This is an optimization exercise on Yosys and OpenROAD, whose aim is small area, a short achievable clock period and few clock cycles per item, not a production implementation. RTL that was checked went through simulation tests only; none was proved equivalent to the original. For run 2, only the layout was checked, not whether the RTL still works.

==> flow/design.v <==
module ham_fixed #(
    parameter R = 3
) (
    input  wire         dec,         
    input  wire [254:0] w,           
    output reg  [254:0] c            
);
    localparam N = (1 << R) - 1;
    localparam K = N - R;
    function [2039:0] make_cols;
        input integer r;
        integer wt, v, b, cnt, j;
        begin
            make_cols = 2040'd0;
            j = 0;
            for (wt = r; wt >= 1; wt = wt - 1)
                for (v = (1 << r) - 1; v >= 1; v = v - 1) begin
                    cnt = 0;
                    for (b = 0; b < r; b = b + 1)
                        cnt = cnt + ((v >> b) & 1);
                    if (cnt == wt) begin
                        make_cols[8*j +: 8] = v[7:0];
                        j = j + 1;
                    end
                end
        end
    endfunction
    localparam [2039:0] COLS = make_cols(R);
    reg [R-1:0] s;        
    integer i, j;
    always @(*) begin
        s = {R{1'b0}};
        for (j = 0; j < N; j = j + 1)
            if (j < K || dec)
                if (w[j])
                    s = s ^ COLS[8*j +: R];
        c = 255'd0;
        if (!dec) begin
            c[K-1:0] = w[K-1:0];
            for (i = 0; i < R; i = i + 1)
                c[K + i] = s[R-1-i];
        end else begin
            c[N-1:0] = w[N-1:0];
            for (j = 0; j < N; j = j + 1)
                if (s == COLS[8*j +: R])
                    c[j] = ~w[j];
        end
    end
endmodule
module hamming_codec (
    input  wire         clk,
    input  wire         rst,         
    input  wire         in_valid,
    output wire         in_ready,
    input  wire         in_op,       
    input  wire [3:0]   in_r,        
    input  wire [254:0] in_word,
    output reg          out_valid,
    input  wire         out_ready,
    output reg  [254:0] out_word,
    output reg          out_err      
);
    wire [254:0] res [2:8];
    genvar g;
    generate
        for (g = 2; g <= 8; g = g + 1) begin : g_code
            ham_fixed #(.R(g)) u_code (.dec(in_op), .w(in_word), .c(res[g]));
        end
    endgenerate
    reg [254:0] result;
    reg         bad_r;
    always @(*) begin
        bad_r  = 1'b0;
        case (in_r)
            4'd2: result = res[2];
            4'd3: result = res[3];
            4'd4: result = res[4];
            4'd5: result = res[5];
            4'd6: result = res[6];
            4'd7: result = res[7];
            4'd8: result = res[8];
            default: begin
                result = 255'd0;
                bad_r  = 1'b1;
            end
        endcase
    end
    assign in_ready = !out_valid || out_ready;
    always @(posedge clk) begin
        if (rst)
            out_valid <= 1'b0;
        else if (in_ready)
            out_valid <= in_valid;
    end
    always @(posedge clk) begin
        if (in_valid && in_ready) begin
            out_word <= result;
            out_err  <= bad_r;
        end
    end
endmodule
==> flow/run.sh <==
#!/bin/bash
# synth_recipe.tcl (not shown) runs the flow's synth.tcl, then flattens the netlist and writes it again
# the make line also repeats each setting of config.mk as NAME=value (left out here)
make -C /OpenROAD-flow-scripts/flow DESIGN_CONFIG=/design/flow/config.mk WORK_HOME=/design/flow/orfs CLKGATE_MAP_FILE= SYNTH_SCRIPT=/design/flow/synth_recipe.tcl finish
==> flow/config.mk <==
export PLATFORM = sky130hd
export DESIGN_NAME = hamming_codec
export DESIGN_NICKNAME = hamming_codec
export VERILOG_FILES = /design/flow/design.v
export SDC_FILE = /design/flow/constraint.sdc
export NUM_CORES = 4
export LEC_CHECK = 0
export CAP_MARGIN = 20
export CORE_MARGIN = 2
export CORE_UTILIZATION = 20
export PLACE_DENSITY = 0.45
export SLEW_MARGIN = 20
==> flow/constraint.sdc <==
create_clock -name core_clock -period 8.0 [get_ports {clk}]
set_input_delay 1.6000 -clock core_clock [delete_from_list [all_inputs] [get_ports {clk}]]
set_output_delay 1.6000 -clock core_clock [all_outputs]
set_load 0.01 [all_outputs]
==> results.cfg, run 1 <==
[route]
vias = 29127
drt-met1-wl_um = 81800
vias_per_cell = 5.24

[critical_path]
endpoint = out_word[164]
r2r_cells = 3
r2r_slack_ns = 5.38
path_max_fanout = 11
cp_slowest_cell = xor3_1
critPathMaxStageDelay_ns = 0.94
crit_family = XOR/XNOR gates

[synth]
ys_top_cells_by_count = xnor2_1 (645), nor2_1 (262), edfxtp_1 (256)
post-synth-top-count-cell = xnor2_1
synth_fa_ha_area_share_pct = 0
netlist_area_sq_um = 29100
synth_xor_area_share_pct = 39.4
synth_fp_nets = 3238

[cells_and_area]
fillers = 15486
buffers = 878
inv_count = 13
clk_share_pct = 3.31
multiInputGateArea_sq_um = 20300
regMostFlops = out_word

[global_route]
antenna_found_initial = 23
grt-busiest-layer = met2
grt_first_pass_wirelength_um = 273000

[timing]
finalWorstSetupSlack_ns = 0.749
clock_skew_ns = 0.0322
finalSetupViolCount = 0
post-route-min-period_ns = 7.25
max_freq_mhz = 138

[floorplan]
dieHeight_um = 385
die_w_um = 385

[status]
status = finished clean

[clocking]
cts_hold_buf = 0
post_cts_buffers = 0
cts_tree = built

[worst_hold_path]
worstHoldStart = out_valid
hold-path-endpoint = out_valid

[place]
gp_congestion = 1.01
Testbench counts, summed over its fixed seeds: cycles 12,008, items 12,000.
==> run 2: changes to the inputs <==
==> flow/design.v (replaced) <==
module hamming_codec (
    input  wire         clk,
    input  wire         rst,         
    input  wire         in_valid,
    output wire         in_ready,
    input  wire         in_op,       
    input  wire [3:0]   in_r,        
    input  wire [254:0] in_word,
    output reg          out_valid,
    input  wire         out_ready,
    output wire [254:0] out_word,
    output reg          out_err      
);
    wire dec = in_op;
    reg  [8:2] sel;                  
    always @(*) begin
        sel = 7'd0;
        case (in_r)
            4'd2: sel[2] = 1'b1;
            4'd3: sel[3] = 1'b1;
            4'd4: sel[4] = 1'b1;
            4'd5: sel[5] = 1'b1;
            4'd6: sel[6] = 1'b1;
            4'd7: sel[7] = 1'b1;
            4'd8: sel[8] = 1'b1;
            default: ;
        endcase
    end
    wire bad_r = ~|sel;
    wire [1:0] p2;
    wire [2:0] p3;
    wire [3:0] p4;
    wire [4:0] p5;
    wire [5:0] p6;
    wire [6:0] p7;
    wire [7:0] p8;
    assign p2[1] = ^(in_word & 255'h1);
    assign p2[0] = ^(in_word & 255'h1);
    assign p3[2] = ^(in_word & 255'h7);
    assign p3[1] = ^(in_word & 255'hb);
    assign p3[0] = ^(in_word & 255'hd);
    assign p4[3] = ^(in_word & 255'hef);
    assign p4[2] = ^(in_word & 255'h337);
    assign p4[1] = ^(in_word & 255'h55b);
    assign p4[0] = ^(in_word & 255'h69d);
    assign p5[4] = ^(in_word & 255'hf0fdf);
    assign p5[3] = ^(in_word & 255'h7171ef);
    assign p5[2] = ^(in_word & 255'h192b677);
    assign p5[1] = ^(in_word & 255'h2a4dabb);
    assign p5[0] = ^(in_word & 255'h348ed3d);
    assign p6[5] = ^(in_word & 255'h7c00ffc1ffbf);
    assign p6[4] = ^(in_word & 255'h7843f03de1fdf);
    assign p6[3] = ^(in_word & 255'h3889c71c6ee3ef);
    assign p6[2] = ^(in_word & 255'hc912d964b76cf7);
    assign p6[1] = ^(in_word & 255'h152236aa93bb57b);
    assign p6[0] = ^(in_word & 255'h1a443b4d23dda7d);
    assign p7[6] = ^(in_word & 255'h1f800007fff0001ffffe07fff7f);
    assign p7[5] = ^(in_word & 255'h3e0801ff801f07fe007fef83ffbf);
    assign p7[4] = ^(in_word & 255'h3c2107e0781e1787e1f81f7bc3fdf);
    assign p7[3] = ^(in_word & 255'h1c44238e388e22bb8ee38e3bddc7ef);
    assign p7[2] = ^(in_word & 255'h648845b2c93244ddb36cb25deed9f7);
    assign p7[1] = ^(in_word & 255'ha91086d5525488eed5b5549ef76afb);
    assign p7[0] = ^(in_word & 255'hd2210769a46910f769da691f7bb4fd);
    assign p8[7] = ^(in_word & 255'h3f800000000fffff800000000ffffffffe00000ffffffffe03ffffeff);
    assign p8[6] = ^(in_word & 255'hfc0800007fff0001f8000fffff00000fffe07fff0001ffffefc0ffff7f);
    assign p8[5] = ^(in_word & 255'h1f041001ff801f003e083ff003ff003ff003ef83ff07fe007ff7df07ffbf);
    assign p8[4] = ^(in_word & 255'h1e108207e0781e103c213c3f0fc0f0fc0f03c37bc3f787e1f81fbef787fdf);
    assign p8[3] = ^(in_word & 255'he2210438e388e221c4425dc771c7171c711c45bddc7bb8ee38e3df7bb8fef);
    assign p8[2] = ^(in_word & 255'h32442085b2c93244648846ed9b6592b65926489deed9ddb36cb25efbddb3f7);
    assign p8[1] = ^(in_word & 255'h54884106d5525488a9108776adaaa4daaa4a911ef76aeed5b5549f7deed5fb);
    assign p8[0] = ^(in_word & 255'h6910820769a46910d22107bb4ed348ed348d221f7bb4f769da691fbef769fd);
    wire [7:0] s_in =
        ({8{sel[2]}} & {6'd0, p2 ^ {in_word[1], in_word[2]}}) |
        ({8{sel[3]}} & {5'd0, p3 ^ {in_word[4], in_word[5], in_word[6]}}) |
        ({8{sel[4]}} & {4'd0, p4 ^ {in_word[11], in_word[12], in_word[13], in_word[14]}}) |
        ({8{sel[5]}} & {3'd0, p5 ^ {in_word[26], in_word[27], in_word[28], in_word[29], in_word[30]}}) |
        ({8{sel[6]}} & {2'd0, p6 ^ {in_word[57], in_word[58], in_word[59], in_word[60], in_word[61], in_word[62]}}) |
        ({8{sel[7]}} & {1'd0, p7 ^ {in_word[120], in_word[121], in_word[122], in_word[123], in_word[124], in_word[125], in_word[126]}}) |
        ({8{sel[8]}} & (p8 ^ {in_word[247], in_word[248], in_word[249], in_word[250], in_word[251], in_word[252], in_word[253], in_word[254]}));
    wire [254:0] w_in;
    wire m0 = dec ? |(sel & 7'b1111111) : |(sel & 7'b1111111);
    wire [0:0] wm0 = in_word[0:0] & {1{m0}};
    assign w_in[0] = wm0[0];
    wire m1 = dec ? |(sel & 7'b1111111) : |(sel & 7'b1111110);
    wire [1:0] wm1 = in_word[2:1] & {2{m1}};
    assign w_in[1] = wm1[0] | (~dec & sel[2] & p2[1]);
    assign w_in[2] = wm1[1] | (~dec & sel[2] & p2[0]);
    wire m2 = dec ? |(sel & 7'b1111110) : |(sel & 7'b1111110);
    wire [0:0] wm2 = in_word[3:3] & {1{m2}};
    assign w_in[3] = wm2[0];
    wire m3 = dec ? |(sel & 7'b1111110) : |(sel & 7'b1111100);
    wire [2:0] wm3 = in_word[6:4] & {3{m3}};
    assign w_in[4] = wm3[0] | (~dec & sel[3] & p3[2]);
    assign w_in[5] = wm3[1] | (~dec & sel[3] & p3[1]);
    assign w_in[6] = wm3[2] | (~dec & sel[3] & p3[0]);
    wire m4 = dec ? |(sel & 7'b1111100) : |(sel & 7'b1111100);
    wire [3:0] wm4 = in_word[10:7] & {4{m4}};
    assign w_in[7] = wm4[0];
    assign w_in[8] = wm4[1];
    assign w_in[9] = wm4[2];
    assign w_in[10] = wm4[3];
    wire m5 = dec ? |(sel & 7'b1111100) : |(sel & 7'b1111000);
    wire [3:0] wm5 = in_word[14:11] & {4{m5}};
    assign w_in[11] = wm5[0] | (~dec & sel[4] & p4[3]);
    assign w_in[12] = wm5[1] | (~dec & sel[4] & p4[2]);
    assign w_in[13] = wm5[2] | (~dec & sel[4] & p4[1]);
    assign w_in[14] = wm5[3] | (~dec & sel[4] & p4[0]);
    wire m6 = dec ? |(sel & 7'b1111000) : |(sel & 7'b1111000);
    wire [10:0] wm6 = in_word[25:15] & {11{m6}};
    assign w_in[15] = wm6[0];
    assign w_in[16] = wm6[1];
    assign w_in[17] = wm6[2];
    assign w_in[18] = wm6[3];
    assign w_in[19] = wm6[4];
    assign w_in[20] = wm6[5];
    assign w_in[21] = wm6[6];
    assign w_in[22] = wm6[7];
    assign w_in[23] = wm6[8];
    assign w_in[24] = wm6[9];
    assign w_in[25] = wm6[10];
    wire m7 = dec ? |(sel & 7'b1111000) : |(sel & 7'b1110000);
    wire [4:0] wm7 = in_word[30:26] & {5{m7}};
    assign w_in[26] = wm7[0] | (~dec & sel[5] & p5[4]);
    assign w_in[27] = wm7[1] | (~dec & sel[5] & p5[3]);
    assign w_in[28] = wm7[2] | (~dec & sel[5] & p5[2]);
    assign w_in[29] = wm7[3] | (~dec & sel[5] & p5[1]);
    assign w_in[30] = wm7[4] | (~dec & sel[5] & p5[0]);
    wire m8 = dec ? |(sel & 7'b1110000) : |(sel & 7'b1110000);
    wire [25:0] wm8 = in_word[56:31] & {26{m8}};
    assign w_in[31] = wm8[0];
    assign w_in[32] = wm8[1];
    assign w_in[33] = wm8[2];
    assign w_in[34] = wm8[3];
    assign w_in[35] = wm8[4];
    assign w_in[36] = wm8[5];
    assign w_in[37] = wm8[6];
    assign w_in[38] = wm8[7];
    assign w_in[39] = wm8[8];
    assign w_in[40] = wm8[9];
    assign w_in[41] = wm8[10];
    assign w_in[42] = wm8[11];
    assign w_in[43] = wm8[12];
    assign w_in[44] = wm8[13];
    assign w_in[45] = wm8[14];
    assign w_in[46] = wm8[15];
    assign w_in[47] = wm8[16];
    assign w_in[48] = wm8[17];
    assign w_in[49] = wm8[18];
    assign w_in[50] = wm8[19];
    assign w_in[51] = wm8[20];
    assign w_in[52] = wm8[21];
    assign w_in[53] = wm8[22];
    assign w_in[54] = wm8[23];
    assign w_in[55] = wm8[24];
    assign w_in[56] = wm8[25];
    wire m9 = dec ? |(sel & 7'b1110000) : |(sel & 7'b1100000);
    wire [5:0] wm9 = in_word[62:57] & {6{m9}};
    assign w_in[57] = wm9[0] | (~dec & sel[6] & p6[5]);
    assign w_in[58] = wm9[1] | (~dec & sel[6] & p6[4]);
    assign w_in[59] = wm9[2] | (~dec & sel[6] & p6[3]);
    assign w_in[60] = wm9[3] | (~dec & sel[6] & p6[2]);
    assign w_in[61] = wm9[4] | (~dec & sel[6] & p6[1]);
    assign w_in[62] = wm9[5] | (~dec & sel[6] & p6[0]);
    wire m10 = dec ? |(sel & 7'b1100000) : |(sel & 7'b1100000);
    wire [56:0] wm10 = in_word[119:63] & {57{m10}};
    assign w_in[63] = wm10[0];
    assign w_in[64] = wm10[1];
    assign w_in[65] = wm10[2];
    assign w_in[66] = wm10[3];
    assign w_in[67] = wm10[4];
    assign w_in[68] = wm10[5];
    assign w_in[69] = wm10[6];
    assign w_in[70] = wm10[7];
    assign w_in[71] = wm10[8];
    assign w_in[72] = wm10[9];
    assign w_in[73] = wm10[10];
    assign w_in[74] = wm10[11];
    assign w_in[75] = wm10[12];
    assign w_in[76] = wm10[13];
    assign w_in[77] = wm10[14];
    assign w_in[78] = wm10[15];
    assign w_in[79] = wm10[16];
    assign w_in[80] = wm10[17];
    assign w_in[81] = wm10[18];
    assign w_in[82] = wm10[19];
    assign w_in[83] = wm10[20];
    assign w_in[84] = wm10[21];
    assign w_in[85] = wm10[22];
    assign w_in[86] = wm10[23];
    assign w_in[87] = wm10[24];
    assign w_in[88] = wm10[25];
    assign w_in[89] = wm10[26];
    assign w_in[90] = wm10[27];
    assign w_in[91] = wm10[28];
    assign w_in[92] = wm10[29];
    assign w_in[93] = wm10[30];
    assign w_in[94] = wm10[31];
    assign w_in[95] = wm10[32];
    assign w_in[96] = wm10[33];
    assign w_in[97] = wm10[34];
    assign w_in[98] = wm10[35];
    assign w_in[99] = wm10[36];
    assign w_in[100] = wm10[37];
    assign w_in[101] = wm10[38];
    assign w_in[102] = wm10[39];
    assign w_in[103] = wm10[40];
    assign w_in[104] = wm10[41];
    assign w_in[105] = wm10[42];
    assign w_in[106] = wm10[43];
    assign w_in[107] = wm10[44];
    assign w_in[108] = wm10[45];
    assign w_in[109] = wm10[46];
    assign w_in[110] = wm10[47];
    assign w_in[111] = wm10[48];
    assign w_in[112] = wm10[49];
    assign w_in[113] = wm10[50];
    assign w_in[114] = wm10[51];
    assign w_in[115] = wm10[52];
    assign w_in[116] = wm10[53];
    assign w_in[117] = wm10[54];
    assign w_in[118] = wm10[55];
    assign w_in[119] = wm10[56];
    wire m11 = dec ? |(sel & 7'b1100000) : |(sel & 7'b1000000);
    wire [6:0] wm11 = in_word[126:120] & {7{m11}};
    assign w_in[120] = wm11[0] | (~dec & sel[7] & p7[6]);
    assign w_in[121] = wm11[1] | (~dec & sel[7] & p7[5]);
    assign w_in[122] = wm11[2] | (~dec & sel[7] & p7[4]);
    assign w_in[123] = wm11[3] | (~dec & sel[7] & p7[3]);
    assign w_in[124] = wm11[4] | (~dec & sel[7] & p7[2]);
    assign w_in[125] = wm11[5] | (~dec & sel[7] & p7[1]);
    assign w_in[126] = wm11[6] | (~dec & sel[7] & p7[0]);
    wire m12 = dec ? |(sel & 7'b1000000) : |(sel & 7'b1000000);
    wire [119:0] wm12 = in_word[246:127] & {120{m12}};
    assign w_in[127] = wm12[0];
    assign w_in[128] = wm12[1];
    assign w_in[129] = wm12[2];
    assign w_in[130] = wm12[3];
    assign w_in[131] = wm12[4];
    assign w_in[132] = wm12[5];
    assign w_in[133] = wm12[6];
    assign w_in[134] = wm12[7];
    assign w_in[135] = wm12[8];
    assign w_in[136] = wm12[9];
    assign w_in[137] = wm12[10];
    assign w_in[138] = wm12[11];
    assign w_in[139] = wm12[12];
    assign w_in[140] = wm12[13];
    assign w_in[141] = wm12[14];
    assign w_in[142] = wm12[15];
    assign w_in[143] = wm12[16];
    assign w_in[144] = wm12[17];
    assign w_in[145] = wm12[18];
    assign w_in[146] = wm12[19];
    assign w_in[147] = wm12[20];
    assign w_in[148] = wm12[21];
    assign w_in[149] = wm12[22];
    assign w_in[150] = wm12[23];
    assign w_in[151] = wm12[24];
    assign w_in[152] = wm12[25];
    assign w_in[153] = wm12[26];
    assign w_in[154] = wm12[27];
    assign w_in[155] = wm12[28];
    assign w_in[156] = wm12[29];
    assign w_in[157] = wm12[30];
    assign w_in[158] = wm12[31];
    assign w_in[159] = wm12[32];
    assign w_in[160] = wm12[33];
    assign w_in[161] = wm12[34];
    assign w_in[162] = wm12[35];
    assign w_in[163] = wm12[36];
    assign w_in[164] = wm12[37];
    assign w_in[165] = wm12[38];
    assign w_in[166] = wm12[39];
    assign w_in[167] = wm12[40];
    assign w_in[168] = wm12[41];
    assign w_in[169] = wm12[42];
    assign w_in[170] = wm12[43];
    assign w_in[171] = wm12[44];
    assign w_in[172] = wm12[45];
    assign w_in[173] = wm12[46];
    assign w_in[174] = wm12[47];
    assign w_in[175] = wm12[48];
    assign w_in[176] = wm12[49];
    assign w_in[177] = wm12[50];
    assign w_in[178] = wm12[51];
    assign w_in[179] = wm12[52];
    assign w_in[180] = wm12[53];
    assign w_in[181] = wm12[54];
    assign w_in[182] = wm12[55];
    assign w_in[183] = wm12[56];
    assign w_in[184] = wm12[57];
    assign w_in[185] = wm12[58];
    assign w_in[186] = wm12[59];
    assign w_in[187] = wm12[60];
    assign w_in[188] = wm12[61];
    assign w_in[189] = wm12[62];
    assign w_in[190] = wm12[63];
    assign w_in[191] = wm12[64];
    assign w_in[192] = wm12[65];
    assign w_in[193] = wm12[66];
    assign w_in[194] = wm12[67];
    assign w_in[195] = wm12[68];
    assign w_in[196] = wm12[69];
    assign w_in[197] = wm12[70];
    assign w_in[198] = wm12[71];
    assign w_in[199] = wm12[72];
    assign w_in[200] = wm12[73];
    assign w_in[201] = wm12[74];
    assign w_in[202] = wm12[75];
    assign w_in[203] = wm12[76];
    assign w_in[204] = wm12[77];
    assign w_in[205] = wm12[78];
    assign w_in[206] = wm12[79];
    assign w_in[207] = wm12[80];
    assign w_in[208] = wm12[81];
    assign w_in[209] = wm12[82];
    assign w_in[210] = wm12[83];
    assign w_in[211] = wm12[84];
    assign w_in[212] = wm12[85];
    assign w_in[213] = wm12[86];
    assign w_in[214] = wm12[87];
    assign w_in[215] = wm12[88];
    assign w_in[216] = wm12[89];
    assign w_in[217] = wm12[90];
    assign w_in[218] = wm12[91];
    assign w_in[219] = wm12[92];
    assign w_in[220] = wm12[93];
    assign w_in[221] = wm12[94];
    assign w_in[222] = wm12[95];
    assign w_in[223] = wm12[96];
    assign w_in[224] = wm12[97];
    assign w_in[225] = wm12[98];
    assign w_in[226] = wm12[99];
    assign w_in[227] = wm12[100];
    assign w_in[228] = wm12[101];
    assign w_in[229] = wm12[102];
    assign w_in[230] = wm12[103];
    assign w_in[231] = wm12[104];
    assign w_in[232] = wm12[105];
    assign w_in[233] = wm12[106];
    assign w_in[234] = wm12[107];
    assign w_in[235] = wm12[108];
    assign w_in[236] = wm12[109];
    assign w_in[237] = wm12[110];
    assign w_in[238] = wm12[111];
    assign w_in[239] = wm12[112];
    assign w_in[240] = wm12[113];
    assign w_in[241] = wm12[114];
    assign w_in[242] = wm12[115];
    assign w_in[243] = wm12[116];
    assign w_in[244] = wm12[117];
    assign w_in[245] = wm12[118];
    assign w_in[246] = wm12[119];
    wire m13 = dec ? |(sel & 7'b1000000) : |(sel & 7'b0000000);
    wire [7:0] wm13 = in_word[254:247] & {8{m13}};
    assign w_in[247] = wm13[0] | (~dec & sel[8] & p8[7]);
    assign w_in[248] = wm13[1] | (~dec & sel[8] & p8[6]);
    assign w_in[249] = wm13[2] | (~dec & sel[8] & p8[5]);
    assign w_in[250] = wm13[3] | (~dec & sel[8] & p8[4]);
    assign w_in[251] = wm13[4] | (~dec & sel[8] & p8[3]);
    assign w_in[252] = wm13[5] | (~dec & sel[8] & p8[2]);
    assign w_in[253] = wm13[6] | (~dec & sel[8] & p8[1]);
    assign w_in[254] = wm13[7] | (~dec & sel[8] & p8[0]);
    wire [15:0] lo_in;
    assign lo_in[0] = (s_in[3:0] == 4'd0);
    assign lo_in[1] = (s_in[3:0] == 4'd1);
    assign lo_in[2] = (s_in[3:0] == 4'd2);
    assign lo_in[3] = (s_in[3:0] == 4'd3);
    assign lo_in[4] = (s_in[3:0] == 4'd4);
    assign lo_in[5] = (s_in[3:0] == 4'd5);
    assign lo_in[6] = (s_in[3:0] == 4'd6);
    assign lo_in[7] = (s_in[3:0] == 4'd7);
    assign lo_in[8] = (s_in[3:0] == 4'd8);
    assign lo_in[9] = (s_in[3:0] == 4'd9);
    assign lo_in[10] = (s_in[3:0] == 4'd10);
    assign lo_in[11] = (s_in[3:0] == 4'd11);
    assign lo_in[12] = (s_in[3:0] == 4'd12);
    assign lo_in[13] = (s_in[3:0] == 4'd13);
    assign lo_in[14] = (s_in[3:0] == 4'd14);
    assign lo_in[15] = (s_in[3:0] == 4'd15);
    wire [0:0] hi2_in;
    assign hi2_in[0] = dec & sel[2];
    wire [0:0] hi3_in;
    assign hi3_in[0] = dec & sel[3];
    wire [0:0] hi4_in;
    assign hi4_in[0] = dec & sel[4];
    wire [1:0] hi5_in;
    assign hi5_in[0] = dec & sel[5] & ((p5[4:4] ^ {in_word[26]}) == 1'd0);
    assign hi5_in[1] = dec & sel[5] & ((p5[4:4] ^ {in_word[26]}) == 1'd1);
    wire [3:0] hi6_in;
    assign hi6_in[0] = dec & sel[6] & ((p6[5:4] ^ {in_word[57], in_word[58]}) == 2'd0);
    assign hi6_in[1] = dec & sel[6] & ((p6[5:4] ^ {in_word[57], in_word[58]}) == 2'd1);
    assign hi6_in[2] = dec & sel[6] & ((p6[5:4] ^ {in_word[57], in_word[58]}) == 2'd2);
    assign hi6_in[3] = dec & sel[6] & ((p6[5:4] ^ {in_word[57], in_word[58]}) == 2'd3);
    wire [7:0] hi7_in;
    assign hi7_in[0] = dec & sel[7] & ((p7[6:4] ^ {in_word[120], in_word[121], in_word[122]}) == 3'd0);
    assign hi7_in[1] = dec & sel[7] & ((p7[6:4] ^ {in_word[120], in_word[121], in_word[122]}) == 3'd1);
    assign hi7_in[2] = dec & sel[7] & ((p7[6:4] ^ {in_word[120], in_word[121], in_word[122]}) == 3'd2);
    assign hi7_in[3] = dec & sel[7] & ((p7[6:4] ^ {in_word[120], in_word[121], in_word[122]}) == 3'd3);
    assign hi7_in[4] = dec & sel[7] & ((p7[6:4] ^ {in_word[120], in_word[121], in_word[122]}) == 3'd4);
    assign hi7_in[5] = dec & sel[7] & ((p7[6:4] ^ {in_word[120], in_word[121], in_word[122]}) == 3'd5);
    assign hi7_in[6] = dec & sel[7] & ((p7[6:4] ^ {in_word[120], in_word[121], in_word[122]}) == 3'd6);
    assign hi7_in[7] = dec & sel[7] & ((p7[6:4] ^ {in_word[120], in_word[121], in_word[122]}) == 3'd7);
    wire [15:0] hi8_in;
    assign hi8_in[0] = dec & sel[8] & ((p8[7:4] ^ {in_word[247], in_word[248], in_word[249], in_word[250]}) == 4'd0);
    assign hi8_in[1] = dec & sel[8] & ((p8[7:4] ^ {in_word[247], in_word[248], in_word[249], in_word[250]}) == 4'd1);
    assign hi8_in[2] = dec & sel[8] & ((p8[7:4] ^ {in_word[247], in_word[248], in_word[249], in_word[250]}) == 4'd2);
    assign hi8_in[3] = dec & sel[8] & ((p8[7:4] ^ {in_word[247], in_word[248], in_word[249], in_word[250]}) == 4'd3);
    assign hi8_in[4] = dec & sel[8] & ((p8[7:4] ^ {in_word[247], in_word[248], in_word[249], in_word[250]}) == 4'd4);
    assign hi8_in[5] = dec & sel[8] & ((p8[7:4] ^ {in_word[247], in_word[248], in_word[249], in_word[250]}) == 4'd5);
    assign hi8_in[6] = dec & sel[8] & ((p8[7:4] ^ {in_word[247], in_word[248], in_word[249], in_word[250]}) == 4'd6);
    assign hi8_in[7] = dec & sel[8] & ((p8[7:4] ^ {in_word[247], in_word[248], in_word[249], in_word[250]}) == 4'd7);
    assign hi8_in[8] = dec & sel[8] & ((p8[7:4] ^ {in_word[247], in_word[248], in_word[249], in_word[250]}) == 4'd8);
    assign hi8_in[9] = dec & sel[8] & ((p8[7:4] ^ {in_word[247], in_word[248], in_word[249], in_word[250]}) == 4'd9);
    assign hi8_in[10] = dec & sel[8] & ((p8[7:4] ^ {in_word[247], in_word[248], in_word[249], in_word[250]}) == 4'd10);
    assign hi8_in[11] = dec & sel[8] & ((p8[7:4] ^ {in_word[247], in_word[248], in_word[249], in_word[250]}) == 4'd11);
    assign hi8_in[12] = dec & sel[8] & ((p8[7:4] ^ {in_word[247], in_word[248], in_word[249], in_word[250]}) == 4'd12);
    assign hi8_in[13] = dec & sel[8] & ((p8[7:4] ^ {in_word[247], in_word[248], in_word[249], in_word[250]}) == 4'd13);
    assign hi8_in[14] = dec & sel[8] & ((p8[7:4] ^ {in_word[247], in_word[248], in_word[249], in_word[250]}) == 4'd14);
    assign hi8_in[15] = dec & sel[8] & ((p8[7:4] ^ {in_word[247], in_word[248], in_word[249], in_word[250]}) == 4'd15);
    reg [254:0] w_q;
    reg [15:0]  lo_q;
    reg [0:0]   hi2_q, hi3_q, hi4_q;
    reg [1:0]   hi5_q;
    reg [3:0]   hi6_q;
    reg [7:0]   hi7_q;
    reg [15:0]  hi8_q;
    assign in_ready = !out_valid || out_ready;
    always @(posedge clk) begin
        if (rst)
            out_valid <= 1'b0;
        else if (in_ready)
            out_valid <= in_valid;
    end
    always @(posedge clk) begin
        if (in_ready) begin
            w_q     <= w_in;
            lo_q    <= lo_in;
            hi2_q   <= hi2_in;
            hi3_q   <= hi3_in;
            hi4_q   <= hi4_in;
            hi5_q   <= hi5_in;
            hi6_q   <= hi6_in;
            hi7_q   <= hi7_in;
            hi8_q   <= hi8_in;
            out_err <= bad_r;
        end
    end
    assign out_word[0] = w_q[0] ^ ((hi2_q[0] & lo_q[3]) | (hi3_q[0] & lo_q[7]) | (hi4_q[0] & lo_q[15]) | (hi5_q[1] & lo_q[15]) | (hi6_q[3] & lo_q[15]) | (hi7_q[7] & lo_q[15]) | (hi8_q[15] & lo_q[15]));
    assign out_word[1] = w_q[1] ^ ((hi2_q[0] & lo_q[2]) | (hi3_q[0] & lo_q[6]) | (hi4_q[0] & lo_q[14]) | (hi5_q[1] & lo_q[14]) | (hi6_q[3] & lo_q[14]) | (hi7_q[7] & lo_q[14]) | (hi8_q[15] & lo_q[14]));
    assign out_word[2] = w_q[2] ^ ((hi2_q[0] & lo_q[1]) | (hi3_q[0] & lo_q[5]) | (hi4_q[0] & lo_q[13]) | (hi5_q[1] & lo_q[13]) | (hi6_q[3] & lo_q[13]) | (hi7_q[7] & lo_q[13]) | (hi8_q[15] & lo_q[13]));
    assign out_word[3] = w_q[3] ^ ((hi3_q[0] & lo_q[3]) | (hi4_q[0] & lo_q[11]) | (hi5_q[1] & lo_q[11]) | (hi6_q[3] & lo_q[11]) | (hi7_q[7] & lo_q[11]) | (hi8_q[15] & lo_q[11]));
    assign out_word[4] = w_q[4] ^ ((hi3_q[0] & lo_q[4]) | (hi4_q[0] & lo_q[7]) | (hi5_q[1] & lo_q[7]) | (hi6_q[3] & lo_q[7]) | (hi7_q[7] & lo_q[7]) | (hi8_q[15] & lo_q[7]));
    assign out_word[5] = w_q[5] ^ ((hi3_q[0] & lo_q[2]) | (hi4_q[0] & lo_q[12]) | (hi5_q[0] & lo_q[15]) | (hi6_q[2] & lo_q[15]) | (hi7_q[6] & lo_q[15]) | (hi8_q[14] & lo_q[15]));
    assign out_word[6] = w_q[6] ^ ((hi3_q[0] & lo_q[1]) | (hi4_q[0] & lo_q[10]) | (hi5_q[1] & lo_q[12]) | (hi6_q[1] & lo_q[15]) | (hi7_q[5] & lo_q[15]) | (hi8_q[13] & lo_q[15]));
    assign out_word[7] = w_q[7] ^ ((hi4_q[0] & lo_q[9]) | (hi5_q[1] & lo_q[10]) | (hi6_q[3] & lo_q[12]) | (hi7_q[3] & lo_q[15]) | (hi8_q[11] & lo_q[15]));
    assign out_word[8] = w_q[8] ^ ((hi4_q[0] & lo_q[6]) | (hi5_q[1] & lo_q[9]) | (hi6_q[3] & lo_q[10]) | (hi7_q[7] & lo_q[12]) | (hi8_q[7] & lo_q[15]));
    assign out_word[9] = w_q[9] ^ ((hi4_q[0] & lo_q[5]) | (hi5_q[1] & lo_q[6]) | (hi6_q[3] & lo_q[9]) | (hi7_q[7] & lo_q[10]) | (hi8_q[15] & lo_q[12]));
    assign out_word[10] = w_q[10] ^ ((hi4_q[0] & lo_q[3]) | (hi5_q[1] & lo_q[5]) | (hi6_q[3] & lo_q[6]) | (hi7_q[7] & lo_q[9]) | (hi8_q[15] & lo_q[10]));
    assign out_word[11] = w_q[11] ^ ((hi4_q[0] & lo_q[8]) | (hi5_q[1] & lo_q[3]) | (hi6_q[3] & lo_q[5]) | (hi7_q[7] & lo_q[6]) | (hi8_q[15] & lo_q[9]));
    assign out_word[12] = w_q[12] ^ ((hi4_q[0] & lo_q[4]) | (hi5_q[0] & lo_q[14]) | (hi6_q[3] & lo_q[3]) | (hi7_q[7] & lo_q[5]) | (hi8_q[15] & lo_q[6]));
    assign out_word[13] = w_q[13] ^ ((hi4_q[0] & lo_q[2]) | (hi5_q[0] & lo_q[13]) | (hi6_q[2] & lo_q[14]) | (hi7_q[7] & lo_q[3]) | (hi8_q[15] & lo_q[5]));
    assign out_word[14] = w_q[14] ^ ((hi4_q[0] & lo_q[1]) | (hi5_q[0] & lo_q[11]) | (hi6_q[2] & lo_q[13]) | (hi7_q[6] & lo_q[14]) | (hi8_q[15] & lo_q[3]));
    assign out_word[15] = w_q[15] ^ ((hi5_q[0] & lo_q[7]) | (hi6_q[2] & lo_q[11]) | (hi7_q[6] & lo_q[13]) | (hi8_q[14] & lo_q[14]));
    assign out_word[16] = w_q[16] ^ ((hi5_q[1] & lo_q[8]) | (hi6_q[2] & lo_q[7]) | (hi7_q[6] & lo_q[11]) | (hi8_q[14] & lo_q[13]));
    assign out_word[17] = w_q[17] ^ ((hi5_q[1] & lo_q[4]) | (hi6_q[1] & lo_q[14]) | (hi7_q[6] & lo_q[7]) | (hi8_q[14] & lo_q[11]));
    assign out_word[18] = w_q[18] ^ ((hi5_q[1] & lo_q[2]) | (hi6_q[1] & lo_q[13]) | (hi7_q[5] & lo_q[14]) | (hi8_q[14] & lo_q[7]));
    assign out_word[19] = w_q[19] ^ ((hi5_q[1] & lo_q[1]) | (hi6_q[1] & lo_q[11]) | (hi7_q[5] & lo_q[13]) | (hi8_q[13] & lo_q[14]));
    assign out_word[20] = w_q[20] ^ ((hi5_q[0] & lo_q[12]) | (hi6_q[1] & lo_q[7]) | (hi7_q[5] & lo_q[11]) | (hi8_q[13] & lo_q[13]));
    assign out_word[21] = w_q[21] ^ ((hi5_q[0] & lo_q[10]) | (hi6_q[0] & lo_q[15]) | (hi7_q[5] & lo_q[7]) | (hi8_q[13] & lo_q[11]));
    assign out_word[22] = w_q[22] ^ ((hi5_q[0] & lo_q[9]) | (hi6_q[3] & lo_q[8]) | (hi7_q[4] & lo_q[15]) | (hi8_q[13] & lo_q[7]));
    assign out_word[23] = w_q[23] ^ ((hi5_q[0] & lo_q[6]) | (hi6_q[3] & lo_q[4]) | (hi7_q[3] & lo_q[14]) | (hi8_q[12] & lo_q[15]));
    assign out_word[24] = w_q[24] ^ ((hi5_q[0] & lo_q[5]) | (hi6_q[3] & lo_q[2]) | (hi7_q[3] & lo_q[13]) | (hi8_q[11] & lo_q[14]));
    assign out_word[25] = w_q[25] ^ ((hi5_q[0] & lo_q[3]) | (hi6_q[3] & lo_q[1]) | (hi7_q[3] & lo_q[11]) | (hi8_q[11] & lo_q[13]));
    assign out_word[26] = w_q[26] ^ ((hi5_q[1] & lo_q[0]) | (hi6_q[2] & lo_q[12]) | (hi7_q[3] & lo_q[7]) | (hi8_q[11] & lo_q[11]));
    assign out_word[27] = w_q[27] ^ ((hi5_q[0] & lo_q[8]) | (hi6_q[2] & lo_q[10]) | (hi7_q[2] & lo_q[15]) | (hi8_q[11] & lo_q[7]));
    assign out_word[28] = w_q[28] ^ ((hi5_q[0] & lo_q[4]) | (hi6_q[2] & lo_q[9]) | (hi7_q[1] & lo_q[15]) | (hi8_q[10] & lo_q[15]));
    assign out_word[29] = w_q[29] ^ ((hi5_q[0] & lo_q[2]) | (hi6_q[2] & lo_q[6]) | (hi7_q[7] & lo_q[8]) | (hi8_q[9] & lo_q[15]));
    assign out_word[30] = w_q[30] ^ ((hi5_q[0] & lo_q[1]) | (hi6_q[2] & lo_q[5]) | (hi7_q[7] & lo_q[4]) | (hi8_q[7] & lo_q[14]));
    assign out_word[31] = w_q[31] ^ ((hi6_q[2] & lo_q[3]) | (hi7_q[7] & lo_q[2]) | (hi8_q[7] & lo_q[13]));
    assign out_word[32] = w_q[32] ^ ((hi6_q[1] & lo_q[12]) | (hi7_q[7] & lo_q[1]) | (hi8_q[7] & lo_q[11]));
    assign out_word[33] = w_q[33] ^ ((hi6_q[1] & lo_q[10]) | (hi7_q[6] & lo_q[12]) | (hi8_q[7] & lo_q[7]));
    assign out_word[34] = w_q[34] ^ ((hi6_q[1] & lo_q[9]) | (hi7_q[6] & lo_q[10]) | (hi8_q[6] & lo_q[15]));
    assign out_word[35] = w_q[35] ^ ((hi6_q[1] & lo_q[6]) | (hi7_q[6] & lo_q[9]) | (hi8_q[5] & lo_q[15]));
    assign out_word[36] = w_q[36] ^ ((hi6_q[1] & lo_q[5]) | (hi7_q[6] & lo_q[6]) | (hi8_q[3] & lo_q[15]));
    assign out_word[37] = w_q[37] ^ ((hi6_q[1] & lo_q[3]) | (hi7_q[6] & lo_q[5]) | (hi8_q[15] & lo_q[8]));
    assign out_word[38] = w_q[38] ^ ((hi6_q[0] & lo_q[14]) | (hi7_q[6] & lo_q[3]) | (hi8_q[15] & lo_q[4]));
    assign out_word[39] = w_q[39] ^ ((hi6_q[0] & lo_q[13]) | (hi7_q[5] & lo_q[12]) | (hi8_q[15] & lo_q[2]));
    assign out_word[40] = w_q[40] ^ ((hi6_q[0] & lo_q[11]) | (hi7_q[5] & lo_q[10]) | (hi8_q[15] & lo_q[1]));
    assign out_word[41] = w_q[41] ^ ((hi6_q[0] & lo_q[7]) | (hi7_q[5] & lo_q[9]) | (hi8_q[14] & lo_q[12]));
    assign out_word[42] = w_q[42] ^ ((hi6_q[3] & lo_q[0]) | (hi7_q[5] & lo_q[6]) | (hi8_q[14] & lo_q[10]));
    assign out_word[43] = w_q[43] ^ ((hi6_q[2] & lo_q[8]) | (hi7_q[5] & lo_q[5]) | (hi8_q[14] & lo_q[9]));
    assign out_word[44] = w_q[44] ^ ((hi6_q[2] & lo_q[4]) | (hi7_q[5] & lo_q[3]) | (hi8_q[14] & lo_q[6]));
    assign out_word[45] = w_q[45] ^ ((hi6_q[2] & lo_q[2]) | (hi7_q[4] & lo_q[14]) | (hi8_q[14] & lo_q[5]));
    assign out_word[46] = w_q[46] ^ ((hi6_q[2] & lo_q[1]) | (hi7_q[4] & lo_q[13]) | (hi8_q[14] & lo_q[3]));
    assign out_word[47] = w_q[47] ^ ((hi6_q[1] & lo_q[8]) | (hi7_q[4] & lo_q[11]) | (hi8_q[13] & lo_q[12]));
    assign out_word[48] = w_q[48] ^ ((hi6_q[1] & lo_q[4]) | (hi7_q[4] & lo_q[7]) | (hi8_q[13] & lo_q[10]));
    assign out_word[49] = w_q[49] ^ ((hi6_q[1] & lo_q[2]) | (hi7_q[3] & lo_q[12]) | (hi8_q[13] & lo_q[9]));
    assign out_word[50] = w_q[50] ^ ((hi6_q[1] & lo_q[1]) | (hi7_q[3] & lo_q[10]) | (hi8_q[13] & lo_q[6]));
    assign out_word[51] = w_q[51] ^ ((hi6_q[0] & lo_q[12]) | (hi7_q[3] & lo_q[9]) | (hi8_q[13] & lo_q[5]));
    assign out_word[52] = w_q[52] ^ ((hi6_q[0] & lo_q[10]) | (hi7_q[3] & lo_q[6]) | (hi8_q[13] & lo_q[3]));
    assign out_word[53] = w_q[53] ^ ((hi6_q[0] & lo_q[9]) | (hi7_q[3] & lo_q[5]) | (hi8_q[12] & lo_q[14]));
    assign out_word[54] = w_q[54] ^ ((hi6_q[0] & lo_q[6]) | (hi7_q[3] & lo_q[3]) | (hi8_q[12] & lo_q[13]));
    assign out_word[55] = w_q[55] ^ ((hi6_q[0] & lo_q[5]) | (hi7_q[2] & lo_q[14]) | (hi8_q[12] & lo_q[11]));
    assign out_word[56] = w_q[56] ^ ((hi6_q[0] & lo_q[3]) | (hi7_q[2] & lo_q[13]) | (hi8_q[12] & lo_q[7]));
    assign out_word[57] = w_q[57] ^ ((hi6_q[2] & lo_q[0]) | (hi7_q[2] & lo_q[11]) | (hi8_q[11] & lo_q[12]));
    assign out_word[58] = w_q[58] ^ ((hi6_q[1] & lo_q[0]) | (hi7_q[2] & lo_q[7]) | (hi8_q[11] & lo_q[10]));
    assign out_word[59] = w_q[59] ^ ((hi6_q[0] & lo_q[8]) | (hi7_q[1] & lo_q[14]) | (hi8_q[11] & lo_q[9]));
    assign out_word[60] = w_q[60] ^ ((hi6_q[0] & lo_q[4]) | (hi7_q[1] & lo_q[13]) | (hi8_q[11] & lo_q[6]));
    assign out_word[61] = w_q[61] ^ ((hi6_q[0] & lo_q[2]) | (hi7_q[1] & lo_q[11]) | (hi8_q[11] & lo_q[5]));
    assign out_word[62] = w_q[62] ^ ((hi6_q[0] & lo_q[1]) | (hi7_q[1] & lo_q[7]) | (hi8_q[11] & lo_q[3]));
    assign out_word[63] = w_q[63] ^ ((hi7_q[0] & lo_q[15]) | (hi8_q[10] & lo_q[14]));
    assign out_word[64] = w_q[64] ^ ((hi7_q[7] & lo_q[0]) | (hi8_q[10] & lo_q[13]));
    assign out_word[65] = w_q[65] ^ ((hi7_q[6] & lo_q[8]) | (hi8_q[10] & lo_q[11]));
    assign out_word[66] = w_q[66] ^ ((hi7_q[6] & lo_q[4]) | (hi8_q[10] & lo_q[7]));
    assign out_word[67] = w_q[67] ^ ((hi7_q[6] & lo_q[2]) | (hi8_q[9] & lo_q[14]));
    assign out_word[68] = w_q[68] ^ ((hi7_q[6] & lo_q[1]) | (hi8_q[9] & lo_q[13]));
    assign out_word[69] = w_q[69] ^ ((hi7_q[5] & lo_q[8]) | (hi8_q[9] & lo_q[11]));
    assign out_word[70] = w_q[70] ^ ((hi7_q[5] & lo_q[4]) | (hi8_q[9] & lo_q[7]));
    assign out_word[71] = w_q[71] ^ ((hi7_q[5] & lo_q[2]) | (hi8_q[8] & lo_q[15]));
    assign out_word[72] = w_q[72] ^ ((hi7_q[5] & lo_q[1]) | (hi8_q[7] & lo_q[12]));
    assign out_word[73] = w_q[73] ^ ((hi7_q[4] & lo_q[12]) | (hi8_q[7] & lo_q[10]));
    assign out_word[74] = w_q[74] ^ ((hi7_q[4] & lo_q[10]) | (hi8_q[7] & lo_q[9]));
    assign out_word[75] = w_q[75] ^ ((hi7_q[4] & lo_q[9]) | (hi8_q[7] & lo_q[6]));
    assign out_word[76] = w_q[76] ^ ((hi7_q[4] & lo_q[6]) | (hi8_q[7] & lo_q[5]));
    assign out_word[77] = w_q[77] ^ ((hi7_q[4] & lo_q[5]) | (hi8_q[7] & lo_q[3]));
    assign out_word[78] = w_q[78] ^ ((hi7_q[4] & lo_q[3]) | (hi8_q[6] & lo_q[14]));
    assign out_word[79] = w_q[79] ^ ((hi7_q[3] & lo_q[8]) | (hi8_q[6] & lo_q[13]));
    assign out_word[80] = w_q[80] ^ ((hi7_q[3] & lo_q[4]) | (hi8_q[6] & lo_q[11]));
    assign out_word[81] = w_q[81] ^ ((hi7_q[3] & lo_q[2]) | (hi8_q[6] & lo_q[7]));
    assign out_word[82] = w_q[82] ^ ((hi7_q[3] & lo_q[1]) | (hi8_q[5] & lo_q[14]));
    assign out_word[83] = w_q[83] ^ ((hi7_q[2] & lo_q[12]) | (hi8_q[5] & lo_q[13]));
    assign out_word[84] = w_q[84] ^ ((hi7_q[2] & lo_q[10]) | (hi8_q[5] & lo_q[11]));
    assign out_word[85] = w_q[85] ^ ((hi7_q[2] & lo_q[9]) | (hi8_q[5] & lo_q[7]));
    assign out_word[86] = w_q[86] ^ ((hi7_q[2] & lo_q[6]) | (hi8_q[4] & lo_q[15]));
    assign out_word[87] = w_q[87] ^ ((hi7_q[2] & lo_q[5]) | (hi8_q[3] & lo_q[14]));
    assign out_word[88] = w_q[88] ^ ((hi7_q[2] & lo_q[3]) | (hi8_q[3] & lo_q[13]));
    assign out_word[89] = w_q[89] ^ ((hi7_q[1] & lo_q[12]) | (hi8_q[3] & lo_q[11]));
    assign out_word[90] = w_q[90] ^ ((hi7_q[1] & lo_q[10]) | (hi8_q[3] & lo_q[7]));
    assign out_word[91] = w_q[91] ^ ((hi7_q[1] & lo_q[9]) | (hi8_q[2] & lo_q[15]));
    assign out_word[92] = w_q[92] ^ ((hi7_q[1] & lo_q[6]) | (hi8_q[1] & lo_q[15]));
    assign out_word[93] = w_q[93] ^ ((hi7_q[1] & lo_q[5]) | (hi8_q[15] & lo_q[0]));
    assign out_word[94] = w_q[94] ^ ((hi7_q[1] & lo_q[3]) | (hi8_q[14] & lo_q[8]));
    assign out_word[95] = w_q[95] ^ ((hi7_q[0] & lo_q[14]) | (hi8_q[14] & lo_q[4]));
    assign out_word[96] = w_q[96] ^ ((hi7_q[0] & lo_q[13]) | (hi8_q[14] & lo_q[2]));
    assign out_word[97] = w_q[97] ^ ((hi7_q[0] & lo_q[11]) | (hi8_q[14] & lo_q[1]));
    assign out_word[98] = w_q[98] ^ ((hi7_q[0] & lo_q[7]) | (hi8_q[13] & lo_q[8]));
    assign out_word[99] = w_q[99] ^ ((hi7_q[6] & lo_q[0]) | (hi8_q[13] & lo_q[4]));
    assign out_word[100] = w_q[100] ^ ((hi7_q[5] & lo_q[0]) | (hi8_q[13] & lo_q[2]));
    assign out_word[101] = w_q[101] ^ ((hi7_q[4] & lo_q[8]) | (hi8_q[13] & lo_q[1]));
    assign out_word[102] = w_q[102] ^ ((hi7_q[4] & lo_q[4]) | (hi8_q[12] & lo_q[12]));
    assign out_word[103] = w_q[103] ^ ((hi7_q[4] & lo_q[2]) | (hi8_q[12] & lo_q[10]));
    assign out_word[104] = w_q[104] ^ ((hi7_q[4] & lo_q[1]) | (hi8_q[12] & lo_q[9]));
    assign out_word[105] = w_q[105] ^ ((hi7_q[3] & lo_q[0]) | (hi8_q[12] & lo_q[6]));
    assign out_word[106] = w_q[106] ^ ((hi7_q[2] & lo_q[8]) | (hi8_q[12] & lo_q[5]));
    assign out_word[107] = w_q[107] ^ ((hi7_q[2] & lo_q[4]) | (hi8_q[12] & lo_q[3]));
    assign out_word[108] = w_q[108] ^ ((hi7_q[2] & lo_q[2]) | (hi8_q[11] & lo_q[8]));
    assign out_word[109] = w_q[109] ^ ((hi7_q[2] & lo_q[1]) | (hi8_q[11] & lo_q[4]));
    assign out_word[110] = w_q[110] ^ ((hi7_q[1] & lo_q[8]) | (hi8_q[11] & lo_q[2]));
    assign out_word[111] = w_q[111] ^ ((hi7_q[1] & lo_q[4]) | (hi8_q[11] & lo_q[1]));
    assign out_word[112] = w_q[112] ^ ((hi7_q[1] & lo_q[2]) | (hi8_q[10] & lo_q[12]));
    assign out_word[113] = w_q[113] ^ ((hi7_q[1] & lo_q[1]) | (hi8_q[10] & lo_q[10]));
    assign out_word[114] = w_q[114] ^ ((hi7_q[0] & lo_q[12]) | (hi8_q[10] & lo_q[9]));
    assign out_word[115] = w_q[115] ^ ((hi7_q[0] & lo_q[10]) | (hi8_q[10] & lo_q[6]));
    assign out_word[116] = w_q[116] ^ ((hi7_q[0] & lo_q[9]) | (hi8_q[10] & lo_q[5]));
    assign out_word[117] = w_q[117] ^ ((hi7_q[0] & lo_q[6]) | (hi8_q[10] & lo_q[3]));
    assign out_word[118] = w_q[118] ^ ((hi7_q[0] & lo_q[5]) | (hi8_q[9] & lo_q[12]));
    assign out_word[119] = w_q[119] ^ ((hi7_q[0] & lo_q[3]) | (hi8_q[9] & lo_q[10]));
    assign out_word[120] = w_q[120] ^ ((hi7_q[4] & lo_q[0]) | (hi8_q[9] & lo_q[9]));
    assign out_word[121] = w_q[121] ^ ((hi7_q[2] & lo_q[0]) | (hi8_q[9] & lo_q[6]));
    assign out_word[122] = w_q[122] ^ ((hi7_q[1] & lo_q[0]) | (hi8_q[9] & lo_q[5]));
    assign out_word[123] = w_q[123] ^ ((hi7_q[0] & lo_q[8]) | (hi8_q[9] & lo_q[3]));
    assign out_word[124] = w_q[124] ^ ((hi7_q[0] & lo_q[4]) | (hi8_q[8] & lo_q[14]));
    assign out_word[125] = w_q[125] ^ ((hi7_q[0] & lo_q[2]) | (hi8_q[8] & lo_q[13]));
    assign out_word[126] = w_q[126] ^ ((hi7_q[0] & lo_q[1]) | (hi8_q[8] & lo_q[11]));
    assign out_word[127] = w_q[127] ^ ((hi8_q[8] & lo_q[7]));
    assign out_word[128] = w_q[128] ^ ((hi8_q[7] & lo_q[8]));
    assign out_word[129] = w_q[129] ^ ((hi8_q[7] & lo_q[4]));
    assign out_word[130] = w_q[130] ^ ((hi8_q[7] & lo_q[2]));
    assign out_word[131] = w_q[131] ^ ((hi8_q[7] & lo_q[1]));
    assign out_word[132] = w_q[132] ^ ((hi8_q[6] & lo_q[12]));
    assign out_word[133] = w_q[133] ^ ((hi8_q[6] & lo_q[10]));
    assign out_word[134] = w_q[134] ^ ((hi8_q[6] & lo_q[9]));
    assign out_word[135] = w_q[135] ^ ((hi8_q[6] & lo_q[6]));
    assign out_word[136] = w_q[136] ^ ((hi8_q[6] & lo_q[5]));
    assign out_word[137] = w_q[137] ^ ((hi8_q[6] & lo_q[3]));
    assign out_word[138] = w_q[138] ^ ((hi8_q[5] & lo_q[12]));
    assign out_word[139] = w_q[139] ^ ((hi8_q[5] & lo_q[10]));
    assign out_word[140] = w_q[140] ^ ((hi8_q[5] & lo_q[9]));
    assign out_word[141] = w_q[141] ^ ((hi8_q[5] & lo_q[6]));
    assign out_word[142] = w_q[142] ^ ((hi8_q[5] & lo_q[5]));
    assign out_word[143] = w_q[143] ^ ((hi8_q[5] & lo_q[3]));
    assign out_word[144] = w_q[144] ^ ((hi8_q[4] & lo_q[14]));
    assign out_word[145] = w_q[145] ^ ((hi8_q[4] & lo_q[13]));
    assign out_word[146] = w_q[146] ^ ((hi8_q[4] & lo_q[11]));
    assign out_word[147] = w_q[147] ^ ((hi8_q[4] & lo_q[7]));
    assign out_word[148] = w_q[148] ^ ((hi8_q[3] & lo_q[12]));
    assign out_word[149] = w_q[149] ^ ((hi8_q[3] & lo_q[10]));
    assign out_word[150] = w_q[150] ^ ((hi8_q[3] & lo_q[9]));
    assign out_word[151] = w_q[151] ^ ((hi8_q[3] & lo_q[6]));
    assign out_word[152] = w_q[152] ^ ((hi8_q[3] & lo_q[5]));
    assign out_word[153] = w_q[153] ^ ((hi8_q[3] & lo_q[3]));
    assign out_word[154] = w_q[154] ^ ((hi8_q[2] & lo_q[14]));
    assign out_word[155] = w_q[155] ^ ((hi8_q[2] & lo_q[13]));
    assign out_word[156] = w_q[156] ^ ((hi8_q[2] & lo_q[11]));
    assign out_word[157] = w_q[157] ^ ((hi8_q[2] & lo_q[7]));
    assign out_word[158] = w_q[158] ^ ((hi8_q[1] & lo_q[14]));
    assign out_word[159] = w_q[159] ^ ((hi8_q[1] & lo_q[13]));
    assign out_word[160] = w_q[160] ^ ((hi8_q[1] & lo_q[11]));
    assign out_word[161] = w_q[161] ^ ((hi8_q[1] & lo_q[7]));
    assign out_word[162] = w_q[162] ^ ((hi8_q[0] & lo_q[15]));
    assign out_word[163] = w_q[163] ^ ((hi8_q[14] & lo_q[0]));
    assign out_word[164] = w_q[164] ^ ((hi8_q[13] & lo_q[0]));
    assign out_word[165] = w_q[165] ^ ((hi8_q[12] & lo_q[8]));
    assign out_word[166] = w_q[166] ^ ((hi8_q[12] & lo_q[4]));
    assign out_word[167] = w_q[167] ^ ((hi8_q[12] & lo_q[2]));
    assign out_word[168] = w_q[168] ^ ((hi8_q[12] & lo_q[1]));
    assign out_word[169] = w_q[169] ^ ((hi8_q[11] & lo_q[0]));
    assign out_word[170] = w_q[170] ^ ((hi8_q[10] & lo_q[8]));
    assign out_word[171] = w_q[171] ^ ((hi8_q[10] & lo_q[4]));
    assign out_word[172] = w_q[172] ^ ((hi8_q[10] & lo_q[2]));
    assign out_word[173] = w_q[173] ^ ((hi8_q[10] & lo_q[1]));
    assign out_word[174] = w_q[174] ^ ((hi8_q[9] & lo_q[8]));
    assign out_word[175] = w_q[175] ^ ((hi8_q[9] & lo_q[4]));
    assign out_word[176] = w_q[176] ^ ((hi8_q[9] & lo_q[2]));
    assign out_word[177] = w_q[177] ^ ((hi8_q[9] & lo_q[1]));
    assign out_word[178] = w_q[178] ^ ((hi8_q[8] & lo_q[12]));
    assign out_word[179] = w_q[179] ^ ((hi8_q[8] & lo_q[10]));
    assign out_word[180] = w_q[180] ^ ((hi8_q[8] & lo_q[9]));
    assign out_word[181] = w_q[181] ^ ((hi8_q[8] & lo_q[6]));
    assign out_word[182] = w_q[182] ^ ((hi8_q[8] & lo_q[5]));
    assign out_word[183] = w_q[183] ^ ((hi8_q[8] & lo_q[3]));
    assign out_word[184] = w_q[184] ^ ((hi8_q[7] & lo_q[0]));
    assign out_word[185] = w_q[185] ^ ((hi8_q[6] & lo_q[8]));
    assign out_word[186] = w_q[186] ^ ((hi8_q[6] & lo_q[4]));
    assign out_word[187] = w_q[187] ^ ((hi8_q[6] & lo_q[2]));
    assign out_word[188] = w_q[188] ^ ((hi8_q[6] & lo_q[1]));
    assign out_word[189] = w_q[189] ^ ((hi8_q[5] & lo_q[8]));
    assign out_word[190] = w_q[190] ^ ((hi8_q[5] & lo_q[4]));
    assign out_word[191] = w_q[191] ^ ((hi8_q[5] & lo_q[2]));
    assign out_word[192] = w_q[192] ^ ((hi8_q[5] & lo_q[1]));
    assign out_word[193] = w_q[193] ^ ((hi8_q[4] & lo_q[12]));
    assign out_word[194] = w_q[194] ^ ((hi8_q[4] & lo_q[10]));
    assign out_word[195] = w_q[195] ^ ((hi8_q[4] & lo_q[9]));
    assign out_word[196] = w_q[196] ^ ((hi8_q[4] & lo_q[6]));
    assign out_word[197] = w_q[197] ^ ((hi8_q[4] & lo_q[5]));
    assign out_word[198] = w_q[198] ^ ((hi8_q[4] & lo_q[3]));
    assign out_word[199] = w_q[199] ^ ((hi8_q[3] & lo_q[8]));
    assign out_word[200] = w_q[200] ^ ((hi8_q[3] & lo_q[4]));
    assign out_word[201] = w_q[201] ^ ((hi8_q[3] & lo_q[2]));
    assign out_word[202] = w_q[202] ^ ((hi8_q[3] & lo_q[1]));
    assign out_word[203] = w_q[203] ^ ((hi8_q[2] & lo_q[12]));
    assign out_word[204] = w_q[204] ^ ((hi8_q[2] & lo_q[10]));
    assign out_word[205] = w_q[205] ^ ((hi8_q[2] & lo_q[9]));
    assign out_word[206] = w_q[206] ^ ((hi8_q[2] & lo_q[6]));
    assign out_word[207] = w_q[207] ^ ((hi8_q[2] & lo_q[5]));
    assign out_word[208] = w_q[208] ^ ((hi8_q[2] & lo_q[3]));
    assign out_word[209] = w_q[209] ^ ((hi8_q[1] & lo_q[12]));
    assign out_word[210] = w_q[210] ^ ((hi8_q[1] & lo_q[10]));
    assign out_word[211] = w_q[211] ^ ((hi8_q[1] & lo_q[9]));
    assign out_word[212] = w_q[212] ^ ((hi8_q[1] & lo_q[6]));
    assign out_word[213] = w_q[213] ^ ((hi8_q[1] & lo_q[5]));
    assign out_word[214] = w_q[214] ^ ((hi8_q[1] & lo_q[3]));
    assign out_word[215] = w_q[215] ^ ((hi8_q[0] & lo_q[14]));
    assign out_word[216] = w_q[216] ^ ((hi8_q[0] & lo_q[13]));
    assign out_word[217] = w_q[217] ^ ((hi8_q[0] & lo_q[11]));
    assign out_word[218] = w_q[218] ^ ((hi8_q[0] & lo_q[7]));
    assign out_word[219] = w_q[219] ^ ((hi8_q[12] & lo_q[0]));
    assign out_word[220] = w_q[220] ^ ((hi8_q[10] & lo_q[0]));
    assign out_word[221] = w_q[221] ^ ((hi8_q[9] & lo_q[0]));
    assign out_word[222] = w_q[222] ^ ((hi8_q[8] & lo_q[8]));
    assign out_word[223] = w_q[223] ^ ((hi8_q[8] & lo_q[4]));
    assign out_word[224] = w_q[224] ^ ((hi8_q[8] & lo_q[2]));
    assign out_word[225] = w_q[225] ^ ((hi8_q[8] & lo_q[1]));
    assign out_word[226] = w_q[226] ^ ((hi8_q[6] & lo_q[0]));
    assign out_word[227] = w_q[227] ^ ((hi8_q[5] & lo_q[0]));
    assign out_word[228] = w_q[228] ^ ((hi8_q[4] & lo_q[8]));
    assign out_word[229] = w_q[229] ^ ((hi8_q[4] & lo_q[4]));
    assign out_word[230] = w_q[230] ^ ((hi8_q[4] & lo_q[2]));
    assign out_word[231] = w_q[231] ^ ((hi8_q[4] & lo_q[1]));
    assign out_word[232] = w_q[232] ^ ((hi8_q[3] & lo_q[0]));
    assign out_word[233] = w_q[233] ^ ((hi8_q[2] & lo_q[8]));
    assign out_word[234] = w_q[234] ^ ((hi8_q[2] & lo_q[4]));
    assign out_word[235] = w_q[235] ^ ((hi8_q[2] & lo_q[2]));
    assign out_word[236] = w_q[236] ^ ((hi8_q[2] & lo_q[1]));
    assign out_word[237] = w_q[237] ^ ((hi8_q[1] & lo_q[8]));
    assign out_word[238] = w_q[238] ^ ((hi8_q[1] & lo_q[4]));
    assign out_word[239] = w_q[239] ^ ((hi8_q[1] & lo_q[2]));
    assign out_word[240] = w_q[240] ^ ((hi8_q[1] & lo_q[1]));
    assign out_word[241] = w_q[241] ^ ((hi8_q[0] & lo_q[12]));
    assign out_word[242] = w_q[242] ^ ((hi8_q[0] & lo_q[10]));
    assign out_word[243] = w_q[243] ^ ((hi8_q[0] & lo_q[9]));
    assign out_word[244] = w_q[244] ^ ((hi8_q[0] & lo_q[6]));
    assign out_word[245] = w_q[245] ^ ((hi8_q[0] & lo_q[5]));
    assign out_word[246] = w_q[246] ^ ((hi8_q[0] & lo_q[3]));
    assign out_word[247] = w_q[247] ^ ((hi8_q[8] & lo_q[0]));
    assign out_word[248] = w_q[248] ^ ((hi8_q[4] & lo_q[0]));
    assign out_word[249] = w_q[249] ^ ((hi8_q[2] & lo_q[0]));
    assign out_word[250] = w_q[250] ^ ((hi8_q[1] & lo_q[0]));
    assign out_word[251] = w_q[251] ^ ((hi8_q[0] & lo_q[8]));
    assign out_word[252] = w_q[252] ^ ((hi8_q[0] & lo_q[4]));
    assign out_word[253] = w_q[253] ^ ((hi8_q[0] & lo_q[2]));
    assign out_word[254] = w_q[254] ^ ((hi8_q[0] & lo_q[1]));
endmodule
==> flow/flow/run.sh (new file) <==
#!/bin/bash
# The standard layout, with every port buffered by a plain buffer
# (sky130_fd_sc_hd__buf_2) instead of the default delay-cell buffer.
set -e
export BUFFER_PORTS_ARGS="-buffer_cell sky130_fd_sc_hd__buf_2"
bash standard.sh > standard.log 2>&1
==> flow/standard.sh (new file) <==
#!/bin/bash
# synth_recipe.tcl (not shown) runs the flow's synth.tcl, then flattens the netlist and writes it again
# the make line also repeats each setting of config.mk as NAME=value (left out here)
make -C /OpenROAD-flow-scripts/flow DESIGN_CONFIG=/design/flow/config.mk WORK_HOME=/design/flow/orfs CLKGATE_MAP_FILE= SYNTH_SCRIPT=/design/flow/synth_recipe.tcl "${@:-finish}"
--- a/flow/config.mk
+++ b/flow/config.mk
@@ -5,8 +5,10 @@
 export SDC_FILE = /design/flow/constraint.sdc
 export NUM_CORES = 4
 export LEC_CHECK = 0
+export ABC_CLOCK_PERIOD_IN_PS = 3000
 export CAP_MARGIN = 20
 export CORE_MARGIN = 2
-export CORE_UTILIZATION = 20
-export PLACE_DENSITY = 0.45
+export CORE_UTILIZATION = 35
+export PLACE_DENSITY = 0.55
+export SETUP_SLACK_MARGIN = 3.0
 export SLEW_MARGIN = 20
removed: flow/run.sh
==> run 2 against run 1 <==
  * Still clean on timing, DRC and antenna
  * Fmax is 47% higher
  * Largest cell class unchanged
  * Critical path type unchanged
  * Setup slack better by 2.3 ns
  * Flip-flop and latch count up 49
  * Highest routed layer unchanged
  * Utilization is 14 points higher
==> results.cfg, run 2 <==
[status]
status = finished clean

[critical_path]
path_depth = 10
crit_required_ns = 8.30
r2r_cells = 3
crit_chain = buf_2 > xnor3_1 > xnor3_1 > xnor2_1 > xnor3_1 > xnor3_1 > xnor3_1 > o221ai_1 > nand2b_1 > nor2_1
cp_num_buf_inv = 1
critPathMaxStageDelay_ns = 0.63
worstSetupPathType = input pin to flip-flop
endpoint = lo_q[9]
cp_slowest_cell = xnor3_1
crit_arrival_ns = 5.24
crit_start = in_word[35]
r2r_end = w_q[53]
setup.worst_path.end_class = flip-flop
start_kind = input pin
path_max_fanout = 5
r2r_slack_ns = 5.12
r2r-start = out_valid
crit_family = XOR/XNOR gates
crit_path_frequent_cell = xnor3_1

[synth]
synth_top_area_share_pct = 36.8
synth_area_per_cell_sq_um = 11.5
yosysTopAreaCell = edfxtp_1
synthTopCellsByArea = edfxtp_1 (37%), xnor2_1 (24%), xnor3_1 (12%), and2_1 (4.7%), xor2_1 (4.3%)
ys.flop_type = edfxtp_1
synth_edf_count = 305
synth_fp_nets = 2434
post-synth-top-count-cell = xnor2_1
ys_warn_count = 1
ys_top_cells_by_count = xnor2_1 (694), edfxtp_1 (305), and2_1 (188)
synth_cells = 2170
netlist_area_sq_um = 24900
yosysSeqAreaShare_pct = 36.9
ys_seq_elements = 306
synth.distinct_cells = 49
synthArstFlopShare_pct = 0

[place]
gp_congestion = 1.01
dp_cells = 3476
post_dp_cell_area_sq_um = 28200
hpwl_um = 96500
port_buffers = 521

[clocking]
cts-buffers-inserted = 38
cts_resized = 0
cts_root_buf = clkbuf_16
cts_tree = built
clkLatencyLatePin_ns = 0.57
clk_pin_slew_ns = 0.06
htreeDepth = 2
clkSinkCount = 306
clk_path_buf_depth = 3
cts_hold_buf = 0

[floorplan]
die_w_um = 271
dieArea_sq_um = 73200
design.core.area_sq_um = 70100
dieHeight_um = 271
initial_core_util_pct = 35.5
io_pins = 522
rows = 97

[global_route]
first_global_vias = 19009
grt_use_total_pct = 32.5
grt-ovfl-total = 0
grt_max_degree = 157
grt_first_pass_wirelength_um = 164000
antenna_found_initial = 20

[route]
routed_wl_um = 123000
vias = 19806
vias_per_cell = 5.57
post-route-drc-count = 0
dr.first_iter.drc_count = 3176
ant_nets = 0
wire_per_inst_um = 34.5
dr.pass1.iters = 13

[cells_and_area]
finalNonFillerCells = 3554
layout_commonest_cell = xnor2_1
largest_register_ffs = 255
mostFrequentLayoutCells = xnor2_1 (694), buf_2 (521), edfxtp_1 (305)
regMostFlops = w_q
fin_area_sq_um = 29400
syn_to_final_growth_pct = 18.3
top_regs = w_q: 255 flops, hi8_q: 16 flops, lo_q: 16 flops
nNetsFinal = 2841
final_core_util_pct = 42.0
layout-drive-gt1-share_pct = 23.8

[flow_run]
maxCapViolations = 0

[timing]
slew-limit-headroom_pct = 15.9
rsz0062_at_grt = no
final_max_slew_viol_count = 0
finalSetupViolCount = 0
post-route-min-period_ns = 4.95
max_freq_mhz = 202
hold_viol = 0
tightest_slew_ns = 1.26
clock_skew_ns = 0.0154
finalSetupTns_ns = 0
finalCritPeriodShare_pct = 61.8

[worst_hold_path]
worstHoldPathType = flip-flop to flip-flop
[run 2: stage by stage]
| stage | worst slack [ns] | hold WS (ns) |
|---|---|---|
| after global routing | 3.05 | 0.926 |
| after floorplan | 2.65 | 1.67 |
| after detailed placement | 2.25 | 0.874 |
| after global placement | 2.26 | 0.854 |
| after CTS | 3.18 | 0.877 |
| final | 3.05 | 0.851 |
[run 2: layout make-up]
| cell class | count | area [sq um] |
|---|---|---|
| multi-input cells | 1681 | 15000 |
| inverters | 3 | 11.3 |
| clock inverters | 19 | 181 |
| clock buffers | 50 | 1030 |
| fillers | 6845 | 40700 |
| diodes | 8 | 20.0 |
| repair buffers | 547 | 2820 |
| well taps | 940 | 1180 |
| flip-flops and latches | 306 | 9180 |
[run 2: how the worst min path moves through the flow]
| stage | cells after the start | endpoint | startpoint | slack, ns |
|---|---|---|---|---|
| after floorplan | 1 | out_valid | rst | 1.67 |
| final | 2 | out_valid | out_valid | 0.85 |
| after CTS | 2 | out_valid | out_valid | 0.88 |
| after global routing | 2 | out_valid | out_valid | 0.93 |
| after detailed placement | 2 | out_valid | out_valid | 0.87 |
| after global placement | 2 | out_valid | out_valid | 0.85 |
[run 2: worst min-delay path, cell delays in order (launching register included)]
cell	delay (ns)
dfxtp_1	0.33
nand2b_4	0.35
a21oi_1	0.13
[run 2: kinds of logic after synthesis]
logic type	count (synthesis)	synth area share (%)
compound gates	207	6.93
flops	306	36.9
xor+xnor	974	43.1
buf+inv	183	2.82
simple gates	492	9.98
mux	8	0.327
[run 2: what timing repair did]
item                                    in CTS  in global routing
buffers inserted                             1                  0
hold endpoints to repair                     0                  0
endpoints found under the setup margin       4                  0
[run 2: routing by layer]
metal  global-route usage [%]  wire length (um)
met5                        0                23
met4                     8.91              3590
met1                     45.7             50600
met3                     4.93             12100
met2                     51.8             56400

## re-timing with driven ports
Ports are ideal in the flow. The routed layouts listed here were re-timed in OpenROAD. Step 1 sets driving cells, clkbuf_16 on the clock port and buf_2 on the other inputs (assumed; they add their load-dependent delay and slew). Step 2 times the ports against the registers' clock, not the clock port: input delays grow and output delays shrink by t, the midpoint of the rising clock arrivals with the driver on. Slacks: ideal / step 1 / step 2; pairs: ideal / step 1.
| run | t, ns | setup slack, ns | worst register clock-pin slew, ns |
|---|---|---|---|
| run 1 | 0.677 | 0.749 / 0.794 / 0.117 | 0.07 / 0.07 |
| run 2 | 0.613 | 3.054 / 3.081 / 2.468 | 0.07 / 0.07 |
After both steps setup and hold are still met in every run listed. For run 1, which loses most, drivers alone change the setup slack by +0.045 ns; drivers and shift together by -0.632 ns.
